Context: an optimization exercise on an open-source flow, tuned for small area, a short achievable clock period and few clock cycles. The choices shown serve that exercise and are no tape-out recipe. RTL that was checked went through simulation tests only; none was proved equivalent to the original. Function not checked in runs 1 and 2: the RTL went through the layout flow alone. Power figures rest on the tool's default switching activity, not on a simulated workload.

==> flow/design.v <==
module ascii_codec (
    input  wire        clk,
    input  wire        rst,
    input  wire        cmd_valid,
    output wire        cmd_ready,
    input  wire [1:0]  cmd_op,
    input  wire [15:0] cmd_len,
    input  wire        in_valid,
    output wire        in_ready,
    input  wire [7:0]  in_data,
    output wire        out_valid,
    input  wire        out_ready,
    output wire [7:0]  out_data,
    output wire        done,
    output wire [7:0]  err_code
);
    localparam OP_AHXD = 2'd0;
    localparam OP_AHXE = 2'd1;
    localparam OP_A85D = 2'd2;
    localparam OP_A85E = 2'd3;
    reg        busy;             
    reg        cmd_rdy;          
    reg        in_rdy;
    reg        done_r;
    reg [1:0]  op;
    reg [15:0] rem;              
    reg [7:0]  f0, f1;           
    reg        f0v, f1v;
    reg        stopped;          
    reg        e0, e1, e4;       
    reg        hv;               
    reg [3:0]  hn;
    reg        tilde;            
    reg [2:0]  gcnt;             
    reg        padding;          
    reg        dpad, epad;       
    reg [2:0]  pad_n;            
    reg        gstart;           
    reg [34:0] dg;               
    reg        zf;               
    reg        mv;               
    reg        mvz;              
    reg [2:0]  mvk;              
    reg        tailp;            
    reg [7:0]  ob0, ob1, ob2, ob3, ob4, ob5;    
    reg [2:0]  occ;
    reg        ov;               
    assign cmd_ready = cmd_rdy;
    assign in_ready  = in_rdy;
    assign out_valid = ov;
    assign out_data  = ob0;
    assign done      = done_r;
    assign err_code  = {3'b000, e4, 2'b00, e1, e0};
    wire in_fire  = in_valid & in_rdy;
    wire fire     = ov & out_ready;
    wire [15:0] rem_dec = rem - 16'd1;
    wire        rem_z   = (rem == 16'd0);
    wire        rem_1   = (rem == 16'd1);
    wire [15:0] rem_nx  = in_fire ? rem_dec : rem;
    wire        rem_nz_nx = in_fire ? !rem_1 : !rem_z;
    wire can_push = (occ[2:1] == 2'b00);        
    wire [7:0] c = f0;
    wire is_ws = (c == 8'h09) || (c == 8'h0A) || (c == 8'h0C) || (c == 8'h0D) || (c == 8'h20);
    reg       is_hex;
    reg [3:0] hex_val;
    always @(*) begin
        is_hex  = 1'b1;
        hex_val = c[3:0];
        if (c >= 8'h30 && c <= 8'h39)      hex_val = c[3:0];
        else if (c >= 8'h41 && c <= 8'h46) hex_val = c[3:0] + 4'd9;
        else if (c >= 8'h61 && c <= 8'h66) hex_val = c[3:0] + 4'd9;
        else                               is_hex  = 1'b0;
    end
    wire       is_a85_digit = (c >= 8'h21) && (c <= 8'h75);
    function [7:0] hexch(input [3:0] v);
        hexch = (v < 4'd10) ? (8'h30 + {4'd0, v}) : (8'h57 + {4'd0, v});
    endfunction
    wire [25:0] acc     = dg[25:0];
    wire [6:0]  dd      = dpad ? 7'd84 : (c[6:0] - 7'd33);
    wire [32:0] acc33   = {7'd0, acc};
    wire [32:0] acc_nx  = (acc33 << 6) + (acc33 << 4) + (acc33 << 2) + acc33 + {26'd0, dd};
    wire        acc_ovf = acc_nx[32];
    wire [7:0]  hb   = epad ? 8'd0 : c;
    wire [34:0] dsrc = gstart ? 35'd0 : dg;
    function [6:0] mod85(input [8:0] t, input [1:0] q);
        mod85 = t[6:0] + ((q == 2'd0) ? 7'd0 : (q == 2'd1) ? 7'd43 : (q == 2'd2) ? 7'd86 : 7'd1);
    endfunction
    function [1:0] div85(input [8:0] t);
        div85 = (t >= 9'd255) ? 2'd3 : (t >= 9'd170) ? 2'd2 : (t >= 9'd85) ? 2'd1 : 2'd0;
    endfunction
    function [8:0] tsum(input [6:0] w, input [6:0] u);
        reg [7:0] x, y, z, s, cy;
        begin
            x = {1'b0, w}; y = {u, 1'b0}; z = {1'b0, u};
            s  = x ^ y ^ z;
            cy = (x & y) | (x & z) | (y & z);
            tsum = {1'b0, s} + {cy, 1'b0};
        end
    endfunction
    function [6:0] addk(input [6:0] m, input [1:0] k, input o);
        reg [6:0] mk;
        begin
            mk = m + {5'd0, k};
            addk = o ? {5'd0, mk[1:0] - 2'd1} : mk;
        end
    endfunction
    function wrap(input [8:0] t, input [1:0] k);
        reg [6:0] m;
        begin
            m = t[6:0];
            case (k)
                2'd0: wrap = 1'b0;
                2'd1: wrap = (t == 9'd84) || (t == 9'd169) || (t == 9'd254);
                2'd2: wrap = (t == 9'd83) || (t == 9'd84) || (t == 9'd168) || (t == 9'd169)
                          || (t == 9'd253) || (t == 9'd254);
                default: wrap = (t == 9'd82) || (t == 9'd83) || (t == 9'd84) || (t == 9'd167)
                          || (t == 9'd168) || (t == 9'd169) || (t == 9'd252) || (t == 9'd253)
                          || (t == 9'd254);
            endcase
        end
    endfunction
    wire [6:0] d0 = dsrc[6:0],   d1 = dsrc[13:7],  d2 = dsrc[20:14];
    wire [6:0] d3 = dsrc[27:21], d4 = dsrc[34:28];
    wire [8:0] t0 = {2'd0, d0} + {1'b0, hb};
    wire [8:0] t1 = tsum(d1, d0), t2 = tsum(d2, d1), t3 = tsum(d3, d2), t4 = tsum(d4, d3);
    wire [1:0] q0 = div85(t0), q1 = div85(t1), q2 = div85(t2), q3 = div85(t3), q4 = div85(t4);
    wire [6:0] m0 = mod85(t0, q0), m1 = mod85(t1, q1), m2 = mod85(t2, q2);
    wire [6:0] m3 = mod85(t3, q3), m4 = mod85(t4, q4);
    wire [1:0] k0 = q0;
    wire       o1 = wrap(t1, k0);
    wire [1:0] k1 = o1 ? q1 + 2'd1 : q1;
    wire       o2 = wrap(t2, k1);
    wire [1:0] k2 = o2 ? q2 + 2'd1 : q2;
    wire       o3 = wrap(t3, k2);
    wire [1:0] k3 = o3 ? q3 + 2'd1 : q3;
    wire       o4 = wrap(t4, k3);
    wire [34:0] dg_nx = {addk(m4, k3, o4), addk(m3, k2, o3), addk(m2, k1, o2), addk(m1, k0, o1), m0};
    reg        pcons;            
    reg        push;             
    reg [2:0]  pk;
    reg [7:0]  P0, P1, P2, P3, P4;
    reg        stopped_n, e0_n, e1_n, e4_n;
    reg        hv_n;  reg [3:0] hn_n;
    reg        tilde_n; reg [2:0] gcnt_n;
    reg        padding_n; reg [2:0] pad_n_n;
    reg [34:0] dg_n; reg zf_n, mv_n, mvz_n, tailp_n; reg [2:0] mvk_n;
    reg        dfree;
    reg        pend;             
    always @(*) begin
        pcons = 1'b0; push = 1'b0; pk = 3'd1;
        P0 = 8'd0; P1 = 8'd0; P2 = 8'd0; P3 = 8'd0; P4 = 8'd0;
        stopped_n = stopped; e0_n = e0; e1_n = e1; e4_n = e4;
        hv_n = hv; hn_n = hn;
        tilde_n = tilde; gcnt_n = gcnt;
        padding_n = padding; pad_n_n = pad_n;
        dg_n = dg; zf_n = zf; mv_n = mv; mvz_n = mvz; tailp_n = tailp; mvk_n = mvk;
        dfree = 1'b0;
        pend  = 1'b0;
        if (busy) begin
            if (stopped) pcons = f0v;
            case (op)
            OP_AHXD: begin
                if (!stopped) begin
                    if (f0v) begin
                        if (c == 8'h3E) begin
                            if (!hv || can_push) begin
                                pcons = 1'b1;
                                stopped_n = 1'b1;
                                push = hv;
                                P0 = {hn, 4'd0};
                            end
                        end else if (is_ws) begin
                            pcons = 1'b1;
                        end else if (is_hex) begin
                            if (hv) begin
                                if (can_push) begin
                                    pcons = 1'b1;
                                    push = 1'b1;
                                    P0 = {hn, hex_val};
                                    hv_n = 1'b0;
                                end
                            end else begin
                                pcons = 1'b1;
                                hn_n = hex_val;
                                hv_n = 1'b1;
                            end
                        end else begin
                            pcons = 1'b1;
                            stopped_n = 1'b1;
                            e1_n = 1'b1;                     
                        end
                    end else if (rem_z) begin
                        stopped_n = 1'b1;
                        e0_n = 1'b1;                         
                    end
                end
            end
            OP_AHXE: begin
                P0 = hexch(c[7:4]);
                P1 = hexch(c[3:0]);
                pk = 3'd2;
                if (!stopped) begin
                    if (f0v) begin
                        if (can_push) begin
                            pcons = 1'b1;
                            push = 1'b1;
                        end
                    end else if (rem_z) begin
                        if (can_push) begin
                            push = 1'b1;
                            pk = 3'd1;
                            P0 = 8'h3E;
                            stopped_n = 1'b1;
                        end
                    end
                end
            end
            OP_A85D: begin
                P0 = acc_nx[31:24];
                P1 = acc_nx[23:16];
                P2 = acc_nx[15:8];
                P3 = acc_nx[7:0];
                pk = 3'd4;
                pend = padding;
                if (padding) begin
                    if (gcnt == 3'd4) begin
                        if (can_push) begin
                            if (acc_ovf) begin
                                e1_n = 1'b1; e4_n = 1'b1;    
                            end else begin
                                push = (pad_n != 3'd1);
                                pk = pad_n - 3'd1;
                            end
                            padding_n = 1'b0;
                            gcnt_n = 3'd0;
                        end
                    end else begin
                        dg_n = {9'd0, acc_nx[25:0]};
                        gcnt_n = gcnt + 3'd1;
                    end
                end else if (!stopped) begin
                    if (f0v) begin
                        if (tilde) begin
                            pcons = 1'b1;
                            if (is_ws) begin
                            end else if (c == 8'h3E) begin
                                stopped_n = 1'b1;
                                if (gcnt != 3'd0) begin
                                    padding_n = 1'b1;
                                    pad_n_n = gcnt;
                                end
                            end else begin
                                stopped_n = 1'b1;
                                e4_n = 1'b1;                 
                            end
                        end else if (is_ws) begin
                            pcons = 1'b1;
                        end else if (c == 8'h7E) begin
                            pcons = 1'b1;
                            tilde_n = 1'b1;
                        end else if (c == 8'h7A) begin
                            if (gcnt != 3'd0) begin
                                pcons = 1'b1;
                                stopped_n = 1'b1;
                                e0_n = 1'b1; e1_n = 1'b1; e4_n = 1'b1;   
                            end else if (can_push) begin
                                pcons = 1'b1;
                                push = 1'b1;
                                P0 = 8'd0; P1 = 8'd0; P2 = 8'd0; P3 = 8'd0;
                            end
                        end else if (is_a85_digit) begin
                            if (gcnt == 3'd4) begin
                                if (can_push) begin
                                    pcons = 1'b1;
                                    if (acc_ovf) begin
                                        stopped_n = 1'b1;
                                        e1_n = 1'b1; e4_n = 1'b1;    
                                    end else begin
                                        push = 1'b1;
                                    end
                                    gcnt_n = 3'd0;
                                    dg_n = 35'd0;
                                end
                            end else begin
                                pcons = 1'b1;
                                dg_n = {9'd0, acc_nx[25:0]};
                                gcnt_n = gcnt + 3'd1;
                            end
                        end else begin
                            pcons = 1'b1;
                            stopped_n = 1'b1;
                            e4_n = 1'b1;                     
                        end
                    end else if (rem_z) begin
                        stopped_n = 1'b1;
                        if (tilde) begin
                            e0_n = 1'b1; e4_n = 1'b1;        
                        end else if (gcnt != 3'd0) begin
                            padding_n = 1'b1;
                            pad_n_n = gcnt;
                        end
                    end
                end
            end
            OP_A85E: begin
                pend = padding | mv | tailp;
                if (mv) begin
                    if (mvz && zf) begin
                        P0 = 8'h7A;
                        pk = 3'd1;
                    end else begin
                        P0 = {1'b0, dg[34:28]} + 8'd33;
                        P1 = {1'b0, dg[27:21]} + 8'd33;
                        P2 = {1'b0, dg[20:14]} + 8'd33;
                        P3 = {1'b0, dg[13:7]}  + 8'd33;
                        P4 = {1'b0, dg[6:0]}   + 8'd33;
                        pk = mvk;
                    end
                    if (can_push) begin
                        push = 1'b1;
                        mv_n = 1'b0;
                    end
                end else begin
                    P0 = 8'h7E;
                    P1 = 8'h3E;
                    pk = 3'd2;
                    if (tailp && can_push) begin
                        push = 1'b1;
                        tailp_n = 1'b0;
                    end
                end
                dfree = !mv || can_push;
                if (padding) begin
                    if (dfree) begin
                        dg_n = dg_nx;
                        if (gcnt == 3'd3) begin
                            gcnt_n = 3'd0;
                            padding_n = 1'b0;
                            mv_n = 1'b1;
                            mvz_n = 1'b0;
                            mvk_n = pad_n;
                            tailp_n = 1'b1;
                        end else begin
                            gcnt_n = gcnt + 3'd1;
                        end
                    end
                end else if (!stopped) begin
                    if (f0v) begin
                        if (dfree) begin
                            pcons = 1'b1;
                            dg_n = dg_nx;
                            zf_n = (gstart || zf) && (c == 8'd0);
                            if (gcnt == 3'd3) begin
                                gcnt_n = 3'd0;
                                mv_n = 1'b1;
                                mvz_n = 1'b1;
                                mvk_n = 3'd5;
                            end else begin
                                gcnt_n = gcnt + 3'd1;
                            end
                        end
                    end else if (rem_z) begin
                        stopped_n = 1'b1;
                        if (gcnt != 3'd0) begin
                            padding_n = 1'b1;
                            pad_n_n = gcnt + 3'd1;
                        end else begin
                            tailp_n = 1'b1;
                        end
                    end
                end
            end
            endcase
        end
    end
    wire       base0 = fire ? (occ == 3'd1) : (occ == 3'd0);
    wire [6:0] occ_gt;                           
    assign occ_gt = {1'b0, occ == 3'd6, occ >= 3'd5, occ >= 3'd4, occ >= 3'd3, occ >= 3'd2, occ >= 3'd1};
    wire [5:0] keep  = fire ? occ_gt[6:1] : occ_gt[5:0];
    function [7:0] slot(input keep, input [7:0] cur, input [7:0] nxt,
                        input [7:0] pj, input [7:0] pjm1);
        slot = keep ? (fire ? nxt : cur) : (base0 ? pj : pjm1);
    endfunction
    wire [2:0] pkk    = push ? pk : 3'd0;
    wire [2:0] occ_p  = occ + pkk;
    wire [2:0] occ_m  = occ + pkk - 3'd1;
    wire [2:0] occ_nx = fire ? occ_m : occ_p;
    wire [1:0] fin_cnt = {pcons ? (f1v & in_fire) : (f1v | (f0v & in_fire)), 1'b0};
    wire finish = busy && stopped && !pend && rem_z && !f1v
                  && ((occ == 3'd0) || ((occ == 3'd1) && out_ready));
    always @(posedge clk) begin
        if (rst) begin
            busy    <= 1'b0;
            cmd_rdy <= 1'b1;
            in_rdy  <= 1'b0;
            done_r  <= 1'b0;
            f0v     <= 1'b0;
            f1v     <= 1'b0;
            occ     <= 3'd0;
            ov      <= 1'b0;
        end else begin
            occ <= occ_nx;
            ov  <= (occ_nx != 3'd0);
            if (pcons) begin
                f0v <= f1v | in_fire;
                f1v <= f1v & in_fire;
            end else begin
                f0v <= f0v | in_fire;
                f1v <= f1v | (f0v & in_fire);
            end
            done_r <= finish;
            if (!busy) begin
                if (cmd_valid) begin
                    busy    <= 1'b1;
                    cmd_rdy <= 1'b0;
                    in_rdy  <= (cmd_len != 16'd0);
                end
            end else begin
                in_rdy <= rem_nz_nx && !fin_cnt[1];
                if (finish) begin
                    busy    <= 1'b0;
                    cmd_rdy <= 1'b1;
                end
            end
        end
    end
    always @(posedge clk) begin
        ob0 <= slot(keep[0], ob0, ob1, P0, P0);
        ob1 <= slot(keep[1], ob1, ob2, P1, P0);
        ob2 <= slot(keep[2], ob2, ob3, P2, P1);
        ob3 <= slot(keep[3], ob3, ob4, P3, P2);
        ob4 <= slot(keep[4], ob4, ob5, P4, P3);
        ob5 <= slot(keep[5], ob5, ob5, P4, P4);
        f0 <= (pcons ? !f1v : !f0v) ? in_data : (pcons ? f1 : f0);
        f1 <= (pcons || !f1v) ? in_data : f1;
        rem <= rem_nx;
        stopped <= stopped_n;
        e0 <= e0_n; e1 <= e1_n; e4 <= e4_n;
        hv <= hv_n; hn <= hn_n;
        tilde <= tilde_n; gcnt <= gcnt_n;
        padding <= padding_n; pad_n <= pad_n_n;
        dpad <= padding_n && (op == OP_A85D);
        epad <= padding_n && (op == OP_A85E);
        dg <= dg_n; gstart <= (gcnt_n == 3'd0); zf <= zf_n; mv <= mv_n; mvz <= mvz_n; mvk <= mvk_n; tailp <= tailp_n;
        if (!busy) begin
            op      <= cmd_op;
            rem     <= cmd_len;
            stopped <= 1'b0;
            e0 <= 1'b0; e1 <= 1'b0; e4 <= 1'b0;
            hv      <= 1'b0;
            tilde   <= 1'b0;
            gcnt    <= 3'd0;
            gstart  <= 1'b1;
            dg      <= 35'd0;
            padding <= 1'b0;
            dpad    <= 1'b0;
            epad    <= 1'b0;
            mv      <= 1'b0;
            tailp   <= 1'b0;
        end
    end
endmodule
==> flow/flow/run.sh <==
#!/bin/bash
# The standard layout, with two changes to how it is made (the SDC, clock
# period and every other setting are the design's):
#  - every port still gets a buffer, but a plain buf_2 rather than the slow
#    delay buffer buffer_ports picks by default;
#  - the repair steps aim for extra setup slack.
set -euo pipefail
bash standard.sh "BUFFER_PORTS_ARGS=-buffer_cell sky130_fd_sc_hd__buf_2" SETUP_SLACK_MARGIN=21 finish > standard_flow.log 2>&1
==> flow/standard.sh <==
#!/bin/bash
# synth_recipe.tcl (not shown) runs the flow's synth.tcl, then flattens the netlist and writes it again
# the make line also repeats each setting of config.mk as NAME=value (left out here)
make -C /OpenROAD-flow-scripts/flow DESIGN_CONFIG=/design/flow/config.mk WORK_HOME=/design/flow/orfs CLKGATE_MAP_FILE= SYNTH_SCRIPT=/design/flow/synth_recipe.tcl "${@:-finish}"
==> flow/config.mk <==
export PLATFORM = sky130hd
export DESIGN_NAME = ascii_codec
export DESIGN_NICKNAME = ascii_codec
export VERILOG_FILES = /design/flow/design.v
export SDC_FILE = /design/flow/constraint.sdc
export NUM_CORES = 4
export LEC_CHECK = 0
export CAP_MARGIN = 20
export CORE_MARGIN = 2
export CORE_UTILIZATION = 40
export SLEW_MARGIN = 20
==> flow/constraint.sdc <==
create_clock -name core_clock -period 28.0 [get_ports {clk}]
set_input_delay 5.6000 -clock core_clock [delete_from_list [all_inputs] [get_ports {clk}]]
set_output_delay 5.6000 -clock core_clock [all_outputs]
set_load 0.01 [all_outputs]
==> run_results.csv, run 1 <==
group,metric,value,unit
die,rows,77,
synth,ys_warn_count,1,
setup_path,cpMaxStageDelayCell,"or4b_4",
clocking,numCtsBuffers,17,
die,dieArea,46100,um^2
route,drtIter0Drc,1564,
route,postRouteWirelength,54500,um
final_layout,layout_common_cells,"236 x nor2_1, 178 x ha_1, 176 x nand2_1",
global_routing,antenna_found_initial,0,
synth,synth.area.top_cells,"edfxtp_1 16%, ha_1 13%, fa_1 9.0%, dfxtp_1 6.8%, xnor2_1 5.3%",
setup_path,critPathMaxFanout,5,
clocking,cts_max_level,4,
final_layout,layout.cells.most_common,"nor2_1",
setup_path,crit_start,"f0[0]",
synth,synth_area_leader_cell,"edfxtp_1",
synth,yosysSeqAreaShare,0.227,
die,fp.dieW,215,um
sta,tightest_slew,1110,ps
sta,setup_viol,0,
setup_path,crit_type,"flip-flop to flip-flop",
setup_path,critPathLaunchType,"flip-flop",
synth,avgSynthCellArea,8.29,um^2
setup_path,critPathRequiredTime,28340,ps
sta,fin_skew,13.9,ps
route,post-route-drc-count,0,
die,core_area,44000,um^2
setup_path,r2r_start,"f0[0]",
placement,port_buffers,45,
power,p_leak,8.60,nW
flow_run,maxCapViolCount,0,
clocking,clkLatencyLatePin,450,ps
clocking,cts_hold_buf,0,
final_layout,syn2layout_area_growth,11.3,%
final_layout,drive_gt1_frac,0.118,
sta,finalCriticalPeriod,7630,ps
final_layout,final_nets,2460,
setup_path,cp.arrival,7970,ps
setup_path,reg2reg_slack,20370,ps
clocking,cts.clk_slew.worst_paths,80,ps
die,pin_count,51,
setup_path,slowest_delay,540,ps
clocking,clkSinkCount,154,
setup_path,crit_path_end,"dg[34]",
sta,hold_violations,0,
global_routing,grt_pass1_vias,15655,
global_routing,grt_remaining_overflow,0,
synth,ys_seq_elements,154,
synth,postSynthCellCount,2142,
setup_path,cp_common_cell,"a21oi_2",
sta,slew_violations,0,
global_routing,grtUsageTotal,0.233,
final_layout,n_antenna_cell,0,
sta,relSlewSlack,0.259,
setup_path,end_kind,"flip-flop",
sta,rsz0062_at_grt,"yes",
synth,synth_area,17800,um^2
placement,dp_hpwl,41400,um
placement,gp_congestion,0.968,
setup_path,r2r_end,"dg[34]",
final_layout,fillers,4309,
min_path,min_path_type,"flip-flop to flip-flop",
route,routed-via-count,16220,
final_layout,multi_input_area,13300,um^2
synth,synth_ff_type,"edfxtp_1",
synth,synth_edf_count,94,
global_routing,grt_max_degree,62,
global_routing,grt_pass1_wl,86700,um
route,postRouteAntennaNets,0,
power,p_per_area,39.3,nW/um^2
synth,netlist.area_leader.share,0.159,
outcome,status,"complete, no violations",
final_layout,final_util,0.449,
synth,ys_async_sr_fraction,0,
clocking,ctsLongestPathBuffers,2,
final_layout,regArea,4040,um^2
die,die_h,215,um
power,peakVddDrop,0.0662,mV
sta,tns,0,ps
clocking,root_buffer,"clkbuf_16",
clocking,cts_tree,"built",
route,vias_per_cell,5.86,
route,post_drt_wl_per_cell,19.7,um
setup_path,reg2reg_depth,37,
route,dr.pass1.iters,6,
synth,ys_types,90,
sta,fmax,131,MHz
sta,fin_crit_sh,0.273,
die,initial_core_util,0.403,
## Yosys cell counts (17+ instances only)
master / number
clkbuf_1: 85
nand3_1: 58
xnor2_1: 108
o21a_1: 23
o21bai_1: 17
nor3_1: 50
fa_1: 80
nand2_1: 178
a211oi_1: 22
a21o_1: 45
nor2_1: 241
ha_1: 186
o21ai_0: 111
dfxtp_1: 60
edfxtp_1: 94
a21oi_1: 187
xor2_1: 50
a31oi_1: 41
nor2b_1: 40
nand4_1: 17
nand2b_1: 34
inv_1: 106
## per-stage QoR
step | worst slack (ps) | instances | total power [mW] | area, um^2 | hold slack [ps]
detailed placement | 19890 | 2693 | 0.524 | 18600 | 453
global route | 20040 | 2768 | 0.813 | 19800 | 506
global placement | 20070 | 2693 | 0.522 | 18600 | 445
floorplan | 20700 | 2146 | 0.460 | 17900 | 438
CTS | 20410 | 2752 | 0.775 | 19500 | 472
finish | 20370 | 2768 | 0.777 | 19800 | 467
## where the power goes
| group | total, mW | switching (mW) | internal [mW] |
|---|---|---|---|
| clock | 0.245 | 0.113 | 0.132 |
| combinational | 0.234 | 0.154 | 0.0801 |
| sequential | 0.298 | 0.0189 | 0.280 |
| total | 0.777 | 0.286 | 0.492 |
## worst min path at each step
stage	start	to	slack [ps]	cells past startpoint
CTS	e4	e4	470	1
floorplan	tailp	tailp	440	2
finish	e4	e4	470	1
global placement	e4	e4	440	1
detailed placement	e4	e4	450	1
global route	e4	e4	510	1
## cell families (layout without fill, tap and decap cells)
logic type               Yosys count  count (layout)  synth area share
AND/OR/NAND/NOR                  723             723             0.193
XOR/XNOR                         158             158            0.0779
adder cells (fa/ha/maj)          266             266             0.221
other                              1               5          0.000211
AO/OA/AOI/OAI                    611             611             0.223
multiplexers                      17              17            0.0106
buffers and inverters            212             242            0.0468
flip-flops                       154             154             0.227
## critical path, delay by kind of cell, from the launching register on
kind | cells | cell delay, ps
xor gates and xnor gates | 3 | 290
DFF | 1 | 430
AOI/OAI and AO/OA | 18 | 3250
adders and majority gates | 4 | 950
and+or+nand+nor | 9 | 2100
muxes | 1 | 270
buffers and inverters | 2 | 240
## routing by layer
metal / part of all wire / global-route usage / vias up
met2: 0.46 / 0.380 / 599
met1: 0.45 / 0.321 / 7761
met3: 0.063 / 0.0324 / 87
met5: 0 / 0 / -
li1: - / - / 7773
met4: 0.025 / 0.0706 / 0
## flip-flops by register name (all words and copies together), names as in the netlist, 2 cells and up
signal	cells
ob5	8
gcnt	3
hn	4
f0	8
ob0	8
pad_n	3
ob2	8
dg	35
ob1	8
mvk	3
ob3	8
op	2
ob4	8
occ	3
f1	8
rem	16
## layout make-up
| cell class | instances | share of cell area |
|---|---|---|
| repair buffers | 104 | 0.0356 |
| clock inverters | 13 | 0.00753 |
| well taps | 592 | 0.0375 |
| multi-input cells | 1780 | 0.672 |
| clock buffers | 19 | 0.0230 |
| flip-flops and latches | 154 | 0.205 |
| inverters | 106 | 0.0203 |
## what timing repair did
item | 4_1_cts | 5_1_grt
resized for setup | 30 | 34
pin swaps | 27 | 35
setup endpoints to repair | 19 | 23
setup buffers | 27 | 16
==> inputs of run 2 (changes only) <==
--- a/flow/design.v
+++ b/flow/design.v
@@ -122,10 +122,10 @@
     wire [6:0] d0 = dsrc[6:0],   d1 = dsrc[13:7],  d2 = dsrc[20:14];
     wire [6:0] d3 = dsrc[27:21], d4 = dsrc[34:28];
     wire [8:0] t0 = {2'd0, d0} + {1'b0, hb};
-    wire [8:0] t1 = tsum(d1, d0), t2 = tsum(d2, d1), t3 = tsum(d3, d2), t4 = tsum(d4, d3);
-    wire [1:0] q0 = div85(t0), q1 = div85(t1), q2 = div85(t2), q3 = div85(t3), q4 = div85(t4);
+    wire [8:0] t1 = tsum(d1, d0), t2 = tsum(d2, d1), t3 = tsum({2'd0, d3[4:0]}, d2);    
+    wire [1:0] q0 = div85(t0), q1 = div85(t1), q2 = div85(t2), q3 = div85(t3);
     wire [6:0] m0 = mod85(t0, q0), m1 = mod85(t1, q1), m2 = mod85(t2, q2);
-    wire [6:0] m3 = mod85(t3, q3), m4 = mod85(t4, q4);
+    wire [6:0] m3 = mod85(t3, q3);
     wire [1:0] k0 = q0;
     wire       o1 = wrap(t1, k0);
     wire [1:0] k1 = o1 ? q1 + 2'd1 : q1;
@@ -133,8 +133,8 @@
     wire [1:0] k2 = o2 ? q2 + 2'd1 : q2;
     wire       o3 = wrap(t3, k2);
     wire [1:0] k3 = o3 ? q3 + 2'd1 : q3;
-    wire       o4 = wrap(t4, k3);
-    wire [34:0] dg_nx = {addk(m4, k3, o4), addk(m3, k2, o3), addk(m2, k1, o2), addk(m1, k0, o1), m0};
+    wire [6:0] n4 = {d3[4:0], 1'b0} + {2'd0, d3[4:0]} + {5'd0, k3};
+    wire [34:0] dg_nx = {n4, addk(m3, k2, o3), addk(m2, k1, o2), addk(m1, k0, o1), m0};
     reg        pcons;            
     reg        push;             
     reg [2:0]  pk;
==> flow/flow/run.sh (replaced) <==
#!/bin/bash
# The standard layout, with these changes to how it is made (the SDC, clock
# period and every other setting are the design's):
#  - every port still gets a buffer, but a plain buf_2 rather than the slow
#    delay buffer buffer_ports picks by default;
#  - the repair steps aim for extra setup slack, and may resize a cell to
#    any drive strength (not only ones with the same footprint).
set -euo pipefail
bash standard.sh "BUFFER_PORTS_ARGS=-buffer_cell sky130_fd_sc_hd__buf_2" \
    SETUP_SLACK_MARGIN=21 MATCH_CELL_FOOTPRINT=0 finish > standard_flow.log 2>&1
==> run 2 against run 1 <==
- cell count decreased by 5.7%
- sequential power increased by 3%
- worst hold slack got worse by 14 ps
- register-to-register slack improved by 200 ps
- total power increased by 7.2%
- largest cell class unchanged
- wire length about the same
==> run_results.csv, run 2 <==
group,metric,value,unit
power,p_per_area,44.2,nW/um^2
die,pin_count,51,
clocking,cts.clk_slew.worst_paths,70,ps
power,peakVddDrop,0.0378,mV
sta,finalCriticalPeriod,7440,ps
synth,ys_warn_count,1,
setup_path,crit_type,"flip-flop to flip-flop",
die,core_area,42100,um^2
global_routing,grt_pass1_vias,14849,
final_layout,drive_gt1_frac,0.113,
setup_path,cp_common_cell,"a21oi_2",
synth,synth_area,17100,um^2
synth,netlist.area_leader.share,0.165,
final_layout,layout_common_cells,"185 x nand2_1, 182 x nor2_1, 173 x ha_1",
route,post-route-drc-count,0,
die,fp.dieW,211,um
setup_path,slowest_delay,510,ps
route,dr.pass1.iters,6,
route,post_drt_wl_per_cell,20.9,um
clocking,numCtsBuffers,17,
sta,rsz0062_at_grt,"yes",
route,postRouteWirelength,54500,um
synth,synth.area.top_cells,"edfxtp_1 16%, ha_1 13%, fa_1 8.2%, dfxtp_1 7.0%, a21oi_1 5.0%",
sta,slew_violations,0,
sta,tightest_slew,999,ps
route,postRouteAntennaNets,0,
setup_path,cpMaxStageDelayCell,"or4b_4",
synth,ys_types,90,
sta,setup_viol,0,
final_layout,largest_reg_flops,35,
synth,synth_edf_count,94,
clocking,root_buffer,"clkbuf_16",
power,p_leak,8.31,nW
setup_path,critPathLaunchType,"flip-flop",
sta,fmax,134,MHz
sta,hold_violations,0,
global_routing,grt_remaining_overflow,0,
route,routed-via-count,15659,
synth,ys_async_sr_fraction,0,
final_layout,fillers,4104,
placement,port_buffers,45,
synth,postSynthCellCount,2050,
setup_path,cp.arrival,7810,ps
synth,synth_ff_type,"edfxtp_1",
die,dieArea,44500,um^2
sta,fin_skew,12.2,ps
global_routing,grt_pass1_wl,84500,um
synth,muxShareOfSynthArea,0.0148,
sta,tns,0,ps
global_routing,grtUsageTotal,0.243,
clocking,clkSinkCount,154,
route,drtIter0Drc,1513,
die,rows,75,
setup_path,critPathMaxFanout,3,
placement,dp_hpwl,40900,um
setup_path,critPathRequiredTime,28370,ps
synth,avgSynthCellArea,8.35,um^2
flow_run,maxCapViolCount,0,
global_routing,grt_max_degree,65,
final_layout,syn2layout_area_growth,10.0,%
synth,ys_seq_elements,154,
clocking,cts_tree,"built",
die,die_h,211,um
outcome,status,"complete, no violations",
final_layout,instances_no_fill,2609,
setup_path,end_kind,"flip-flop",
sta,hold_slack,453,ps
min_path,min_path_type,"flip-flop to flip-flop",
final_layout,final_nets,2337,
placement,dp_cells,2544,
clocking,cts_hold_buf,0,
sta,fin_crit_sh,0.266,
sta,relSlewSlack,0.334,
synth,synthAdderAreaFrac,0.213,
die,initial_core_util,0.406,
synth,synth_compound_area_frac,0.219,
synth,synthSimpleGateAreaFrac,0.197,
clocking,ctsLongestPathBuffers,2,
placement,gp_congestion,0.936,
final_layout,top_regs,"dg (35), rem (16)",
route,vias_per_cell,6.00,
global_routing,antenna_found_initial,1,
final_layout,layout.cells.most_common,"nand2_1",
clocking,cts_max_level,4,
synth,synthTopCellsByCount,"186 x nand2_1, 186 x nor2_1, 180 x ha_1",
synth,synth_top_family_by_area,"compound AO/OA/AOI/OAI gates",
synth,synth_area_leader_cell,"edfxtp_1",
synth,yosysSeqAreaShare,0.235,
final_layout,top_register,"dg",
clocking,clkLatencyLatePin,450,ps
synth,synthXorXnorAreaFrac,0.0726,
run 2: changes by cell type in the layout (fill, tap and decap cells not counted), moves of 7 or more:
cell / delta
a211oi_1: -7
a21oi_1: -12
and3_1: +10
buf_4: -12
fa_1: -10
inv_1: -15
nand2_1: +9
nand2b_1: -7
nand3_1: +10
nor2_1: -54
o21a_1: -9
o21ai_0: +21
xnor2_1: -14
run 2: area by class of cell:
class                           count  area (um^2)  share of cell area
Antenna cell                        1         2.50            0.000133
Tap cell                          539          674              0.0358
Clock buffer                       18          429              0.0228
Sequential cell                   154         4040               0.215
Timing Repair Buffer               94          609              0.0324
Clock inverter                     14          134             0.00711
Multi-Input combinational cell   1696        12600               0.669
Inverter                           93          352              0.0187
run 2: worst max-delay path: cells and delay by family, from the launching register on:
family	cells	cell delay, ps
AOI/OAI and AO/OA	15	2560
and+or+nand+nor	7	1490
adders and majority gates	5	1450
muxes	2	590
xor gates and xnor gates	3	440
buffers and inverters	3	410
DFF	1	410
run 2: through the flow:
stage / area, um^2 / utilization / setup slack (ps) / power (mW)
3_3_place_gp: 17800 / 0.422 / 20150 / 0.588
6_report: 18800 / 0.447 / 20560 / 0.833
5_1_grt: 18800 / 0.447 / 20180 / 0.874
3_5_place_dp: 17800 / 0.423 / 20020 / 0.591
4_1_cts: 18700 / 0.444 / 20610 / 0.828
2_1_floorplan: 17300 / - / 20850 / 0.500
run 2: worst paths after layout:
path                 end  slack (ps)  start  cells past startpoint
setup reg to reg  dg[33]       20560  f0[0]                     35
hold reg to reg       e4         450     e4                      2
setup / recovery  dg[33]       20560  f0[0]                     35
hold / removal        e4         450     e4                      2
run 2: layer usage:
metal / wire length [um] / GRT usage / up-vias / share of wire
met1: 25200 / 0.345 / 7596 / 0.46
li1: - / - / 7438 / -
met4: 1250 / 0.0678 / 0 / 0.023
met5: 0 / 0 / - / 0
met2: 24700 / 0.386 / 553 / 0.45
met3: 3340 / 0.0355 / 72 / 0.061
run 2: what timing repair did:
item,4_1_cts,5_1_grt
pin swaps,18,22
hold endpoints to repair,0,0
endpoints found under the setup margin,38,20
buffers inserted,25,7
resized for setup,29,22
run 2: kinds of logic (layout without fill, tap and decap cells):
family	count (synthesis)	count (layout)
DFF	154	154
other	1	6
AOI/OAI and AO/OA	580	580
muxes	22	22
buffers and inverters	204	219
and+or+nand+nor	697	697
xor gates and xnor gates	142	142
adders and majority gates	250	250
run 2: report_power, final:
part	leakage (nW)	switching [mW]	internal [mW]	total [mW]
registers	1.51	0.0272	0.279	0.307
clock network	0.272	0.114	0.118	0.231
logic	6.52	0.193	0.102	0.295
total	8.31	0.334	0.499	0.833
==> inputs of run 3 (changes only) <==
--- a/flow/design.v
+++ b/flow/design.v
@@ -81,7 +81,7 @@
     wire [32:0] acc_nx  = (acc33 << 6) + (acc33 << 4) + (acc33 << 2) + acc33 + {26'd0, dd};
     wire        acc_ovf = acc_nx[32];
     wire [7:0]  hb   = epad ? 8'd0 : c;
-    wire [34:0] dsrc = gstart ? 35'd0 : dg;
+    wire [34:0] dsrc = dg;
     function [6:0] mod85(input [8:0] t, input [1:0] q);
         mod85 = t[6:0] + ((q == 2'd0) ? 7'd0 : (q == 2'd1) ? 7'd43 : (q == 2'd2) ? 7'd86 : 7'd1);
     endfunction
@@ -126,15 +126,31 @@
     wire [1:0] q0 = div85(t0), q1 = div85(t1), q2 = div85(t2), q3 = div85(t3);
     wire [6:0] m0 = mod85(t0, q0), m1 = mod85(t1, q1), m2 = mod85(t2, q2);
     wire [6:0] m3 = mod85(t3, q3);
+    function [6:0] pick(input [6:0] mq, input [6:0] mq1, input oin, input o);
+        reg [6:0] mk;
+        begin
+            mk = oin ? mq1 : mq;
+            pick = o ? {5'd0, mk[1:0] - 2'd1} : mk;
+        end
+    endfunction
     wire [1:0] k0 = q0;
     wire       o1 = wrap(t1, k0);
+    wire [6:0] n1 = addk(m1, k0, o1);
     wire [1:0] k1 = o1 ? q1 + 2'd1 : q1;
     wire       o2 = wrap(t2, k1);
+    wire [6:0] m2q = m2 + {5'd0, q1}, m2q1 = m2 + {5'd0, q1} + 7'd1;
+    wire [6:0] n2 = pick(m2q, m2q1, o1, o2);
     wire [1:0] k2 = o2 ? q2 + 2'd1 : q2;
     wire       o3 = wrap(t3, k2);
+    wire [6:0] m3q = m3 + {5'd0, q2}, m3q1 = m3 + {5'd0, q2} + 7'd1;
+    wire [6:0] n3 = pick(m3q, m3q1, o2, o3);
     wire [1:0] k3 = o3 ? q3 + 2'd1 : q3;
-    wire [6:0] n4 = {d3[4:0], 1'b0} + {2'd0, d3[4:0]} + {5'd0, k3};
-    wire [34:0] dg_nx = {n4, addk(m3, k2, o3), addk(m2, k1, o2), addk(m1, k0, o1), m0};
+    wire [6:0] p4q  = {d3[4:0], 1'b0} + {2'd0, d3[4:0]} + {5'd0, q3};
+    wire [6:0] p4q1 = p4q + 7'd1;
+    wire [6:0] n4 = o3 ? p4q1 : p4q;
+    wire [34:0] dg_nx = {n4, n3, n2, n1, m0};
+    wire [1:0]  qs = div85({1'b0, c});
+    wire [34:0] dg_st = {21'd0, 5'd0, qs, mod85({1'b0, c}, qs)};
     reg        pcons;            
     reg        push;             
     reg [2:0]  pk;
@@ -348,7 +364,7 @@
                     if (f0v) begin
                         if (dfree) begin
                             pcons = 1'b1;
-                            dg_n = dg_nx;
+                            dg_n = gstart ? dg_st : dg_nx;
                             zf_n = (gstart || zf) && (c == 8'd0);
                             if (gcnt == 3'd3) begin
                                 gcnt_n = 3'd0;
--- a/flow/flow/run.sh
+++ b/flow/flow/run.sh
@@ -7,4 +7,4 @@
 #    any drive strength (not only ones with the same footprint).
 set -euo pipefail
 bash standard.sh "BUFFER_PORTS_ARGS=-buffer_cell sky130_fd_sc_hd__buf_2" \
-    SETUP_SLACK_MARGIN=21 MATCH_CELL_FOOTPRINT=0 finish > standard_flow.log 2>&1
+    SETUP_SLACK_MARGIN=22.5 MATCH_CELL_FOOTPRINT=0 finish > standard_flow.log 2>&1
==> run 3 against run 2 <==
- core utilization grew 7.2 points
- fmax grew 12%
- critical path depth shrank 34
- flip-flop and latch count is the same
- sequential power grew 6%
- count of clock-buffer cells in the layout is the same
- register-to-register slack gained 1500 ps
- die area grew 0.99%
- via count grew 6.0%
- worst hold slack gained 20 ps
- clock skew grew 0.73 ps
- clock power grew 7%
- largest cell class unchanged
==> run_results.csv, run 3 <==
group,metric,value,unit
synth,netlist.area_leader.share,0.163,
placement,dp_hpwl,40000,um
die,core_area,42900,um^2
setup_path,critPathRequiredTime,22400,ps
placement,gp_congestion,0.917,
final_layout,layout.cells.most_common,"ha_1",
synth,synth.area.top_cells,"edfxtp_1 16%, ha_1 14%, fa_1 9.5%, dfxtp_1 6.9%, xnor2_1 5.3%",
final_layout,stdcell_area,22300,um^2
final_layout,fillers,3865,
placement,dpl_worst_slack,20500,ps
outcome,status,"complete, no violations",
sta,tns,0,ps
synth,ys_types,87,
global_routing,antenna_found_initial,0,
die,die_h,212,um
sta,finalCriticalPeriod,6620,ps
global_routing,grt_pass1_wl,88900,um
synth,synth_ff_type,"edfxtp_1",
final_layout,regArea,4120,um^2
clocking,root_buffer,"clkbuf_16",
power,pwr-share-clk,0.205,
final_layout,largest_reg_flops,35,
sta,fmax,151,MHz
synth,synth_area,17300,um^2
final_layout,top_regs,"dg (35), rem (16)",
synth,ys_seq_elements,154,
route,post_drt_wl_per_cell,20.6,um
sta,tightest_slew,1140,ps
power,peakVddDrop,0.0496,mV
power,fin_total_pwr,1.20,mW
synth,synth_edf_count,94,
sta,setup_viol,0,
sta,hold_violations,0,
power,switching_share,0.423,
setup_path,end_kind,"primary output",
setup_path,cp.arrival,1020,ps
clocking,cts_tree,"built",
sta,relSlewSlack,0.237,
setup_path,critical_path_buf_inv_count,1,
route,routed-via-count,16605,
synth,synthTopCellsByCount,"200 x nor2_1, 192 x ha_1, 181 x nand2_1",
global_routing,grtUsageTotal,0.252,
final_layout,final_nets,2496,
sta,rsz0062_at_grt,"yes",
final_layout,syn2layout_area_growth,28.8,%
setup_path,crit_chain,"buf_2",
synth,ys_warn_count,1,
route,post-route-drc-count,0,
setup_path,path_delay_family,"flip-flops",
clocking,cts_max_level,4,
power,p_seq_frac,0.269,
final_layout,n_antenna_cell,0,
synth,yosysSeqAreaShare,0.233,
global_routing,grt_pass1_vias,15779,
setup_path,slowest_delay,400,ps
synth,postSynthCellCount,2045,
final_layout,top_register,"dg",
final_layout,layout_common_cells,"174 x ha_1, 164 x nor2_1, 141 x nand2_1",
placement,dp_cells,2600,
flow_run,maxCapViolCount,0,
route,wl_met2,27000,um
power,p_comb_frac,0.526,
setup_path,critPathLaunchType,"flip-flop",
power,switchingPower,0.509,mW
route,postRouteWirelength,57400,um
route,wl_met3,3980,um
min_path,min_path_type,"flip-flop to flip-flop",
sta,slew_violations,0,
clocking,cts.clk_slew.worst_paths,70,ps
placement,placed_area,18300,um^2
synth,ys_async_sr_fraction,0,
final_layout,multi_input_area,14300,um^2
die,rows,76,
route,postRouteAntennaNets,0,
synth,synth_area_leader_cell,"edfxtp_1",
sta,hold_slack,473,ps
clocking,ctsLongestPathBuffers,2,
die,dieArea,44900,um^2
final_layout,instances_no_fill,2789,
sta,layout_setup_ws,21380,ps
power,internal_power,0.695,mW
die,fp.dieW,212,um
setup_path,cpMaxStageDelayCell,"edfxtp_1",
clocking,cts_hold_buf,0,
power,p_leak,9.68,nW
route,top_layer,"met4",
die,pin_count,51,
clocking,clkSinkCount,154,
setup_path,critPathMaxFanout,1,
route,met1Wirelength,24700,um
route,vias_per_cell,5.95,
power,p_per_area,54.1,nW/um^2
global_routing,grt_remaining_overflow,0,
sta,fin_skew,12.9,ps
route,drtIter0Drc,1468,
final_layout,drive_gt1_frac,0.263,
synth,avgSynthCellArea,8.46,um^2
global_routing,grt_max_degree,56,
clocking,numCtsBuffers,17,
route,dr.pass1.iters,6,
synth,synth.most_common_cell,"nor2_1",
sta,fin_crit_sh,0.236,
setup_path,crit_type,"flip-flop to primary output",
clocking,clkLatencyLatePin,460,ps
placement,port_buffers,45,
die,initial_core_util,0.403,
final_layout,final_util,0.519,
==> run 3: changes by cell type in the layout (fill, tap and decap cells not counted), sizes merged, moves of 13 or more <==
cell,before,now
a211oi,15,29
a22oi,13,26
a31oi,39,24
buf,92,207
inv,99,125
nand3,70,46
nor2,186,202
==> run 3: layer usage <==
metal	track usage	vias up
li1	-	7699
met1	0.343	8089
met2	0.408	691
met3	0.0350	126
met4	0.0881	0
met5	0	-
==> run 3: path summary, 6_finish.rpt <==
path	from	end	slack, ps	cells past startpoint
worst min-delay path	e1	e1	470	1
worst max-delay path	ob0[7]	out_data[7]	21380	1
worst min register to register	e1	e1	470	1
worst max register to register	dg[13]	ov	22090	23
==> run 3: layout make-up <==
type,instances,share of cell area
tap,585,0.0329
inverter,119,0.0203
clock inverter,14,0.00725
timing repair buffer,210,0.0947
clock buffer,18,0.0193
sequential,154,0.185
multi-input combinational,1689,0.640
==> run 3: repair_timing <==
item	in CTS	in global routing
gates cloned	5	1
setup endpoints to repair	182	180
resized for setup	333	172
pin swaps	140	140
setup buffers	104	47
==> run 3: cell families (layout without fill, tap and decap cells) <==
logic type | after synthesis | after routing | synth area share
other cells | 1 | 5 | 0.000217
compound gates | 599 | 599 | 0.224
flops | 154 | 154 | 0.233
buf+inv | 210 | 361 | 0.0480
fa+ha+maj | 274 | 274 | 0.234
mux | 19 | 19 | 0.0127
xor+xnor | 148 | 148 | 0.0749
simple gates | 640 | 644 | 0.173
==> run 3: power groups by stage <==
stage | logic, mW | clock network (mW) | registers (mW)
after floorplan | 0.342 | 0 | 0.315
after CTS | 0.558 | 0.246 | 0.322
after detailed placement | 0.428 | 0 | 0.332
after global placement | 0.419 | 0 | 0.332
final | 0.633 | 0.247 | 0.324
after global routing | 0.683 | 0.256 | 0.328
Testbench counts of run 3, summed over its fixed seeds: cycles 65,816.
==> inputs of run 4 (changes only) <==
--- a/flow/flow/run.sh
+++ b/flow/flow/run.sh
@@ -7,4 +7,4 @@
 #    any drive strength (not only ones with the same footprint).
 set -euo pipefail
 bash standard.sh "BUFFER_PORTS_ARGS=-buffer_cell sky130_fd_sc_hd__buf_2" \
-    SETUP_SLACK_MARGIN=22.5 MATCH_CELL_FOOTPRINT=0 finish > standard_flow.log 2>&1
+    SETUP_SLACK_MARGIN=21.35 MATCH_CELL_FOOTPRINT=0 finish > standard_flow.log 2>&1
==> run 4 against run 3 <==
- fmax decreased by 0.36%
- core utilization decreased by 7.9 points
- synthesized cell count unchanged
- highest routed layer unchanged
- design area fell by 15%
- non-clock buffer count fell by 136
- worst setup slack got worse by 24 ps
- wire length shrank 11%
- global-route usage is 2.3 points lower
- first-iteration DRC count grew 1.7%
==> run_results.csv, run 4 <==
group,metric,value,unit
synth,ys_types,87,
synth,synth_area_leader_cell,"edfxtp_1",
sta,slew_violations,0,
power,p_per_area,52.8,nW/um^2
final_layout,top_register,"dg",
power,p_leak,8.37,nW
clocking,cts_hold_buf,0,
power,peakVddDrop,0.0412,mV
synth,yosysSeqAreaShare,0.233,
synth,netlist.area_leader.share,0.163,
die,dieArea,44900,um^2
synth,synth.most_common_cell,"nor2_1",
final_layout,instances_no_fill,2651,
sta,setup_viol,0,
clocking,clkLatencyLatePin,450,ps
setup_path,cpMaxStageDelayCell,"or3_1",
route,routed-via-count,15373,
synth,synthTopCellsByCount,"200 x nor2_1, 192 x ha_1, 181 x nand2_1",
flow_run,maxCapViolCount,0,
route,postRouteWirelength,51300,um
synth,postSynthCellCount,2045,
clocking,cts_max_level,4,
placement,gp_congestion,0.961,
clocking,cts_tree,"built",
setup_path,slowest_delay,410,ps
die,fp.dieW,212,um
placement,dp_cells,2602,
die,pin_count,51,
sta,fin_skew,15.3,ps
synth,ys_seq_elements,154,
clocking,cts.clk_slew.worst_paths,70,ps
route,vias_per_cell,5.80,
synth,synth_area,17300,um^2
final_layout,drive_gt1_frac,0.0900,
sta,fmax,151,MHz
die,core_area,42900,um^2
global_routing,grt_pass1_wl,80700,um
route,drtIter0Drc,1493,
die,die_h,212,um
synth,ys_warn_count,1,
sta,layout_setup_ws,21360,ps
sta,hold_slack,469,ps
final_layout,final_nets,2358,
placement,port_buffers,45,
clocking,numCtsBuffers,17,
final_layout,syn2layout_area_growth,9.27,%
final_layout,multi_input_area,12600,um^2
synth,synth_ff_type,"edfxtp_1",
sta,hold_violations,0,
placement,dpl_worst_slack,20530,ps
placement,dp_hpwl,39900,um
final_layout,layout.cells.most_common,"nor2_1",
sta,tightest_slew,1090,ps
setup_path,critPathMaxFanout,15,
final_layout,fillers,4242,
sta,tns,0,ps
global_routing,grt_remaining_overflow,0,
clocking,ctsLongestPathBuffers,2,
route,post_drt_wl_per_cell,19.3,um
setup_path,crit_type,"input port to flip-flop",
sta,fin_crit_sh,0.237,
setup_path,end_kind,"flip-flop",
global_routing,antenna_found_initial,0,
sta,relSlewSlack,0.268,
route,post-route-drc-count,0,
global_routing,grt_pass1_vias,14593,
final_layout,n_antenna_cell,0,
synth,avgSynthCellArea,8.46,um^2
synth,ys_async_sr_fraction,0,
global_routing,grt_max_degree,63,
final_layout,layout_common_cells,"199 x nor2_1, 191 x ha_1, 178 x nand2_1",
setup_path,critPathLaunchType,"input port",
synth,synth.area.top_cells,"edfxtp_1 16%, ha_1 14%, fa_1 9.5%, dfxtp_1 6.9%, xnor2_1 5.3%",
die,rows,76,
route,postRouteAntennaNets,0,
setup_path,cp.arrival,6940,ps
global_routing,grtUsageTotal,0.229,
route,dr.pass1.iters,5,
outcome,status,"complete, no violations",
sta,finalCriticalPeriod,6640,ps
final_layout,largest_reg_flops,35,
final_layout,regArea,4070,um^2
min_path,min_path_type,"flip-flop to flip-flop",
setup_path,crit_chain,"buf_2 > nand2_8 > nand2_4 > and3_2 > or3_1 > a21oi_1",
die,initial_core_util,0.403,
clocking,clkSinkCount,154,
setup_path,critPathRequiredTime,28300,ps
synth,synth_edf_count,94,
clocking,root_buffer,"clkbuf_16",
sta,rsz0062_at_grt,"yes",
final_layout,top_regs,"dg (35), rem (16)",
-- run 4: per-layer routing --
| layer | wire length, um | GRT usage |
|---|---|---|
| met1 | 23400 | 0.320 |
| met2 | 23400 | 0.371 |
| met3 | 3280 | 0.0291 |
| met4 | 1220 | 0.0658 |
| met5 | 0 | 0 |
-- run 4: worst paths after layout --
| check | startpoint | to | slack, ps | depth (start not counted) |
|---|---|---|---|---|
| max | out_ready | ob1[5] | 21360 | 6 |
| min | e4 | e4 | 470 | 1 |
| max reg2reg | dg[13] | ov | 21700 | 23 |
| min reg2reg | e4 | e4 | 470 | 1 |
-- run 4: cell families after synthesis --
logic type | after synthesis | synth area share
other cells | 1 | 0.000217
xor+xnor | 148 | 0.0749
buf+inv | 210 | 0.0480
flops | 154 | 0.233
compound gates | 599 | 0.224
fa+ha+maj | 274 | 0.234
simple gates | 640 | 0.173
mux | 19 | 0.0127
-- run 4: layout make-up --
cell class,count,area share
clock inverter,15,0.00742
sequential,154,0.215
clock buffer,17,0.0225
tap,585,0.0387
inverter,119,0.0236
multi-input combinational,1687,0.668
timing repair buffer,74,0.0245
-- run 4: metrics by stage --
step	cell area, um^2	total power, mW	util
CTS	18800	0.988	0.438
global route	18900	1.06	0.441
finish	18900	0.998	0.441
detailed placement	18100	0.747	0.422
global placement	18100	0.740	0.421
floorplan	17400	0.641	-
-- run 4: worst max-delay path, delay by kind of cell --
kind / cells / cell delay, ps
and+or+nand+nor: 4 / 1020
buffers and inverters: 1 / 180
AOI/OAI and AO/OA: 1 / 120
-- run 4: report_power, final --
part	internal (mW)	switching (mW)	leakage, nW
Clock	0.124	0.108	0.268
Combinational	0.167	0.277	6.60
Sequential	0.289	0.0328	1.50
-- run 4: repair_timing --
item / in CTS / in global routing
setup buffers: 8 / 7
pin swaps: 1 / 1
setup endpoints to repair: 26 / 23
cloned: 1 / 1
resized for setup: 17 / 24
==> inputs of run 5 (changes only) <==
--- a/flow/flow/run.sh
+++ b/flow/flow/run.sh
@@ -7,4 +7,4 @@
 #    any drive strength (not only ones with the same footprint).
 set -euo pipefail
 bash standard.sh "BUFFER_PORTS_ARGS=-buffer_cell sky130_fd_sc_hd__buf_2" \
-    SETUP_SLACK_MARGIN=21.35 MATCH_CELL_FOOTPRINT=0 finish > standard_flow.log 2>&1
+    SETUP_SLACK_MARGIN=21 MATCH_CELL_FOOTPRINT=0 finish > standard_flow.log 2>&1
==> run 5 against run 4 <==
- still clean on timing, DRC and antenna
- sequential share of layout area grew 0.061 points
- design area shrank 0.93%
- global-route usage grew 0.29 points
- register-to-register slack lost 420 ps
- die area is the same
- clock power is essentially flat
- non-clock buffer count shrank 2
- fmax shrank 2.6%
- combinational power shrank 3%
- core utilization shrank 0.41 points
- clock skew is essentially flat
- critical path type unchanged
- critical endpoint is now ob1[4]
==> run_results.csv, run 5 <==
group,metric,value,unit
sta,tightest_slew,1010,ps
global_routing,grt_max_degree,63,
final_layout,syn2layout_area_growth,8.25,%
synth,postSynthCellCount,2045,
global_routing,antenna_found_initial,1,
final_layout,largest_reg_flops,35,
clocking,clkSinkCount,154,
power,peakVddDrop,0.0493,mV
synth,synth_edf_count,94,
global_routing,grtUsageTotal,0.232,
sta,slew_violations,0,
min_path,min_from,"cmd_rdy",
placement,gp_congestion,0.934,
route,drtIter0Drc,1447,
setup_path,r2r_start,"f0[3]",
setup_path,end_kind,"flip-flop",
setup_path,cp.arrival,7000,ps
sta,hold_violations,0,
die,fp.dieW,212,um
final_layout,stdcell_area,18700,um^2
sta,finalCriticalPeriod,6810,ps
route,postRouteAntennaNets,0,
global_routing,grt_use_met2,0.372,
final_layout,top_register,"dg",
setup_path,reg2reg_slack,21280,ps
placement,port_buffers,45,
power,p_leak,8.32,nW
final_layout,top_regs,"dg (35), rem (16)",
synth,ys_seq_elements,154,
final_layout,drive_gt1_frac,0.0781,
clocking,root_buffer,"clkbuf_16",
synth,synthTopCellsByCount,"200 x nor2_1, 192 x ha_1, 181 x nand2_1",
synth,ys_warn_count,1,
route,post-route-drc-count,0,
clocking,cts_hold_buf,0,
placement,placed_area,18000,um^2
clocking,cts_max_level,4,
global_routing,busiest_layer,"met2",
synth,ys_async_sr_fraction,0,
power,p_per_area,52.5,nW/um^2
setup_path,reg2reg_depth,27,
min_path,min_to,"cmd_rdy",
placement,dp_hpwl,40200,um
min_path,whs_path_depth,2,
global_routing,gr-usage-met1,0.332,
synth,synth_ff_type,"edfxtp_1",
clocking,cts_tree,"built",
synth,synth_area,17300,um^2
die,die_h,212,um
min_path,min_path_type,"flip-flop to flip-flop",
placement,dpl_worst_slack,20240,ps
setup_path,critPathRequiredTime,28180,ps
synth,synth.area.top_cells,"edfxtp_1 16%, ha_1 14%, fa_1 9.5%, dfxtp_1 6.9%, xnor2_1 5.3%",
die,core_area,42900,um^2
sta,fin_crit_sh,0.243,
setup_path,r2r_end,"ov",
synth,synth.most_common_cell,"nor2_1",
placement,dp_cells,2606,
route,post_drt_wl_per_cell,19.4,um
sta,relSlewSlack,0.320,
sta,layout_setup_ws,21190,ps
die,rows,76,
final_layout,layout_common_cells,"199 x nor2_1, 191 x ha_1, 180 x nand2_1",
sta,setup_viol,0,
flow_run,maxCapViolCount,0,
sta,rsz0062_at_grt,"yes",
setup_path,crit_type,"input port to flip-flop",
clocking,cts.clk_slew.worst_paths,70,ps
clocking,clkLatencyLatePin,450,ps
route,postRouteWirelength,51400,um
die,dieArea,44900,um^2
synth,yosysSeqAreaShare,0.233,
synth,synth_area_leader_cell,"edfxtp_1",
sta,tns,0,ps
setup_path,critPathMaxFanout,29,
route,routed-via-count,15359,
sta,hold_slack,467,ps
global_routing,grt_remaining_overflow,0,
setup_path,critPathLaunchType,"input port",
power,fin_total_pwr,0.983,mW
clocking,ctsLongestPathBuffers,2,
global_routing,groute.layer.met3.usage,0.0234,
synth,netlist.area_leader.share,0.163,
synth,ys_types,87,
outcome,status,"complete, no violations",
die,initial_core_util,0.403,
global_routing,grt_pass1_vias,14585,
route,vias_per_cell,5.80,
die,pin_count,51,
route,dr.pass1.iters,5,
sta,fin_skew,15.6,ps
final_layout,final_nets,2354,
sta,fmax,147,MHz
final_layout,layout.cells.most_common,"nor2_1",
final_layout,instances_no_fill,2648,
clocking,numCtsBuffers,17,
final_layout,final_util,0.437,
synth,avgSynthCellArea,8.46,um^2
global_routing,grt_pass1_wl,81800,um
==> run 5: cell counts after synthesis <==
Identical to the previous run, type by type.
==> run 5: worst max-delay path, cell delays in order <==
cell and delay (ps):
buf_2 160, nand2_2 180, nand2_1 170, nand3_1 90, buf_4 240, nand2_1 160
a21oi_1 60, a221o_1 330
==> run 5: timing repair <==
| action | CTS | global route |
|---|---|---|
| endpoints found under the hold margin | 0 | 0 |
| setup buffers | 2 | 7 |
| setup endpoints to repair | 22 | 26 |
| pin swaps | 0 | 0 |
| resized for setup | 1 | 21 |
==> run 5: metal layers <==
| metal | vias up | wire, um |
|---|---|---|
| li1 | 7407 | - |
| met1 | 7366 | 24100 |
| met2 | 525 | 23500 |
| met3 | 61 | 2770 |
| met4 | 0 | 1070 |
| met5 | - | 0 |
==> run 5: logic make-up after synthesis <==
family                   synth area share
AND/OR/NAND/NOR                     0.173
AO/OA/AOI/OAI                       0.224
adder cells (fa/ha/maj)             0.234
buffers and inverters              0.0480
flip-flops                          0.233
XOR/XNOR                           0.0749
multiplexers                       0.0127
other                            0.000217
==> run 5: worst max-delay path by stage <==
stage	startpoint	to	slack (ps)	cells past startpoint
floorplan	out_ready	ob2[2]	21080	5
global placement	out_ready	ob3[4]	20220	7
detailed placement	out_ready	ob3[4]	20240	7
CTS	f0[0]	ov	21010	28
global route	f0[0]	ov	20870	29
finish	out_ready	ob1[4]	21190	8
==> run 5: cell type report <==
cell class / instances / area, um^2
fillers: 4244 / 24200
multi-input cells: 1685 / 12500
flip-flops and latches: 154 / 4050
well taps: 585 / 732
clock buffers: 21 / 483
inverters: 119 / 447
repair buffers: 72 / 428
clock inverters: 11 / 83.8
diodes: 1 / 2.50
==> run 5: report_power, final <==
group	total, mW	switching (mW)	internal, mW
Sequential	0.321	0.0323	0.289
Clock	0.230	0.105	0.125
Combinational	0.431	0.271	0.160
==> inputs of run 6 (changes only) <==
--- a/flow/config.mk
+++ b/flow/config.mk
@@ -7,5 +7,6 @@
 export LEC_CHECK = 0
 export CAP_MARGIN = 20
 export CORE_MARGIN = 2
-export CORE_UTILIZATION = 40
+export CORE_UTILIZATION = 70
+export PLACE_DENSITY = 0.8
 export SLEW_MARGIN = 20
==> run 6 against run 5 <==
- wire length down 1.7%
- flip-flop and latch count did not move
- global-route usage increased by 16 points
- critical path depth down 1
- sequential share of layout area is 0.26 points higher
- non-clock buffer count shrank 4
- sequential power barely moved
- die area is 42% lower
==> run_results.csv, run 6 <==
group,metric,value,unit
min_path,whs_path_depth,1,
global_routing,grt_max_degree,62,
sta,fin_skew,18.1,ps
synth,synth.area.top_cells,"edfxtp_1 16%, ha_1 14%, fa_1 9.5%, dfxtp_1 6.9%, xnor2_1 5.3%",
clocking,numCtsBuffers,17,
final_layout,final_nets,2352,
sta,hold_violations,0,
final_layout,regArea,4030,um^2
final_layout,top_regs,"dg (35), rem (16)",
route,postRouteAntennaNets,0,
setup_path,crit_chain,"buf_2 > nand2_2 > nand2_2 > nand3_4 > nand2_1 > a21oi_1 > a221o_1",
global_routing,grtUsageTotal,0.388,
sta,fin_crit_sh,0.246,
sta,relSlewSlack,0.264,
synth,ys_seq_elements,154,
die,pin_count,51,
setup_path,critPathMaxFanout,15,
clocking,ctsLongestPathBuffers,2,
route,postRouteWirelength,50500,um
synth,yosysSeqAreaShare,0.233,
route,routed-via-count,16153,
global_routing,grt_remaining_overflow,0,
setup_path,crit_type,"input port to flip-flop",
setup_path,cp_common_cell,"nand2_2",
placement,gp_congestion,0.959,
synth,synth.most_common_cell,"nor2_1",
die,fp.dieW,161,um
synth,synth_edf_count,94,
synth,netlist.area_leader.share,0.163,
final_layout,fillers,1844,
route,drtIter0Drc,2132,
sta,tightest_slew,1090,ps
final_layout,multi_input_area,12600,um^2
route,post_drt_wl_per_cell,21.2,um
placement,placed_area,17700,um^2
synth,synth_area,17300,um^2
final_layout,drive_gt1_frac,0.0762,
clocking,root_buffer,"clkbuf_16",
route,vias_per_cell,6.78,
global_routing,grt_pass1_vias,15360,
die,rows,57,
final_layout,instances_no_fill,2384,
synth,avgSynthCellArea,8.46,um^2
synth,ys_warn_count,1,
setup_path,end_kind,"flip-flop",
setup_path,cpMaxStageDelayCell,"a221o_1",
synth,synthTopCellsByCount,"200 x nor2_1, 192 x ha_1, 181 x nand2_1",
setup_path,critPathRequiredTime,28190,ps
synth,synth_area_leader_cell,"edfxtp_1",
final_layout,final_util,0.758,
setup_path,reg2reg_depth,29,
route,post-route-drc-count,0,
placement,dp_cells,2344,
die,initial_core_util,0.711,
power,peakVddDrop,0.0545,mV
clocking,clkSinkCount,154,
setup_path,critPathLaunchType,"input port",
clocking,cts_max_level,4,
sta,slew_violations,0,
placement,port_buffers,45,
final_layout,layout_common_cells,"199 x nor2_1, 191 x ha_1, 179 x nand2_1",
die,dieArea,26000,um^2
outcome,status,"complete, no violations",
clocking,cts_tree,"built",
route,dr.pass1.iters,9,
final_layout,n_antenna_cell,0,
sta,setup_viol,0,
final_layout,largest_reg_flops,35,
clocking,cts.clk_slew.worst_paths,70,ps
setup_path,cp.arrival,7070,ps
clocking,clkLatencyLatePin,460,ps
min_path,min_path_type,"flip-flop to flip-flop",
flow_run,maxCapViolCount,0,
sta,fmax,145,MHz
global_routing,antenna_found_initial,0,
die,core_area,24300,um^2
placement,dp_hpwl,37900,um
sta,tns,0,ps
final_layout,syn2layout_area_growth,6.58,%
setup_path,slowest_delay,350,ps
sta,hold_slack,461,ps
sta,finalCriticalPeriod,6880,ps
setup_path,reg2reg_slack,21170,ps
global_routing,grt_pass1_wl,80000,um
sta,rsz0062_at_grt,"yes",
synth,ys_async_sr_fraction,0,
final_layout,layout.cells.most_common,"nor2_1",
final_layout,stdcell_area,18400,um^2
synth,synth_ff_type,"edfxtp_1",
die,die_h,161,um
synth,postSynthCellCount,2045,
power,p_leak,8.34,nW
power,p_per_area,54.3,nW/um^2
synth,ys_types,87,
final_layout,top_register,"dg",
==> run 6: path summary, 6_finish.rpt <==
kind	start	to
setup / recovery	out_ready	ob1[4]
hold / removal	e0	e0
setup reg to reg	f0[0]	ov
hold reg to reg	e0	e0
==> run 6: routing by layer <==
layer	GRT usage	wire, um	vias up	share of wire
met3	0.0714	5460	167	0.11
met4	0.144	1780	0	0.035
met1	0.533	20700	7616	0.41
li1	-	-	7410	-
met5	0	0	-	0
met2	0.614	22600	960	0.45
==> run 6: cell families after synthesis <==
group                    after synthesis  synth area share
AND/OR/NAND/NOR                      640             0.173
AO/OA/AOI/OAI                        599             0.224
adder cells (fa/ha/maj)              274             0.234
buffers and inverters                210            0.0480
flip-flops                           154             0.233
XOR/XNOR                             148            0.0749
multiplexers                          19            0.0127
other                                  1          0.000217
==> run 6: area by class of cell <==
| type | count | share of cell area |
|---|---|---|
| multi-input cells | 1687 | 0.681 |
| flip-flops and latches | 154 | 0.219 |
| inverters | 119 | 0.0242 |
| clock buffers | 17 | 0.0231 |
| well taps | 324 | 0.0220 |
| repair buffers | 68 | 0.0218 |
| clock inverters | 15 | 0.00910 |
==> run 6: stage by stage <==
step / power (mW) / setup WS, ps
after CTS: 0.977 / 21000
final: 1.00 / 21120
after detailed placement: 0.739 / 19960
after global placement: 0.723 / 20070
after global routing: 1.05 / 20910
after floorplan: 0.627 / 21080
==> run 6: critical path, delay by kind of cell <==
kind	cells	cell delay, ps
compound gates	2	430
simple gates	4	860
buf+inv	1	170
==> run 6: timing repair <==
item	4_1_cts	5_1_grt
setup buffers	0	6
endpoints found under the setup margin	32	29
hold endpoints to repair	0	0
pin swaps	0	2
hold buffers	0	0
cloned	0	2
gates resized for setup	5	11
==> run 6: power by group <==
group | leakage (nW) | switching (mW) | total, mW | internal (mW)
clock network | 0.288 | 0.118 | 0.239 | 0.120
registers | 1.49 | 0.0325 | 0.322 | 0.289
logic | 6.56 | 0.280 | 0.441 | 0.160

[what the ideal ports hide]
Ports are ideal in the flow. The routed layouts listed here were re-timed in OpenROAD.
Step 1 assumes that a clkbuf_16 drives the clock port and a buf_2 every other input.
Step 2, shift: input delay + t, output delay - t, t = (earliest + latest rising clock arrival at the registers) / 2. This alone moves slack from input paths to output paths.
Three values: ideal, step 1, step 2; two values: the first two.
run | shift t [ns] | setup WS [ns] | hold slack, ns | worst setup path after step 2 | clock arrival spread, ns
run 1 | 0.497 | 20.365 / 20.365 / 20.365 | 0.467 / 0.467 / 0.467 | register to register | 0.014 / 0.013
run 2 | 0.490 | 20.564 / 20.564 / 20.564 | 0.453 / 0.453 / 0.453 | register to register | 0.013 / 0.012
run 3 | 0.512 | 21.384 / 21.331 / 21.106 | 0.473 / 0.473 / 0.473 | input to register | 0.013 / 0.013
run 4 | 0.492 | 21.360 / 21.322 / 20.896 | 0.469 / 0.469 / 0.469 | input to register | 0.016 / 0.015
run 5 | 0.491 | 21.186 / 21.215 / 20.724 | 0.467 / 0.467 / 0.467 | input to register | 0.017 / 0.017
run 6 | 0.499 | 21.124 / 21.140 / 20.641 | 0.461 / 0.461 / 0.461 | input to register | 0.018 / 0.018
After both steps setup and hold are still met in every run listed. The setup slack of run 6, which loses most, moves by +0.016 ns with the drivers and by -0.483 ns with both steps.
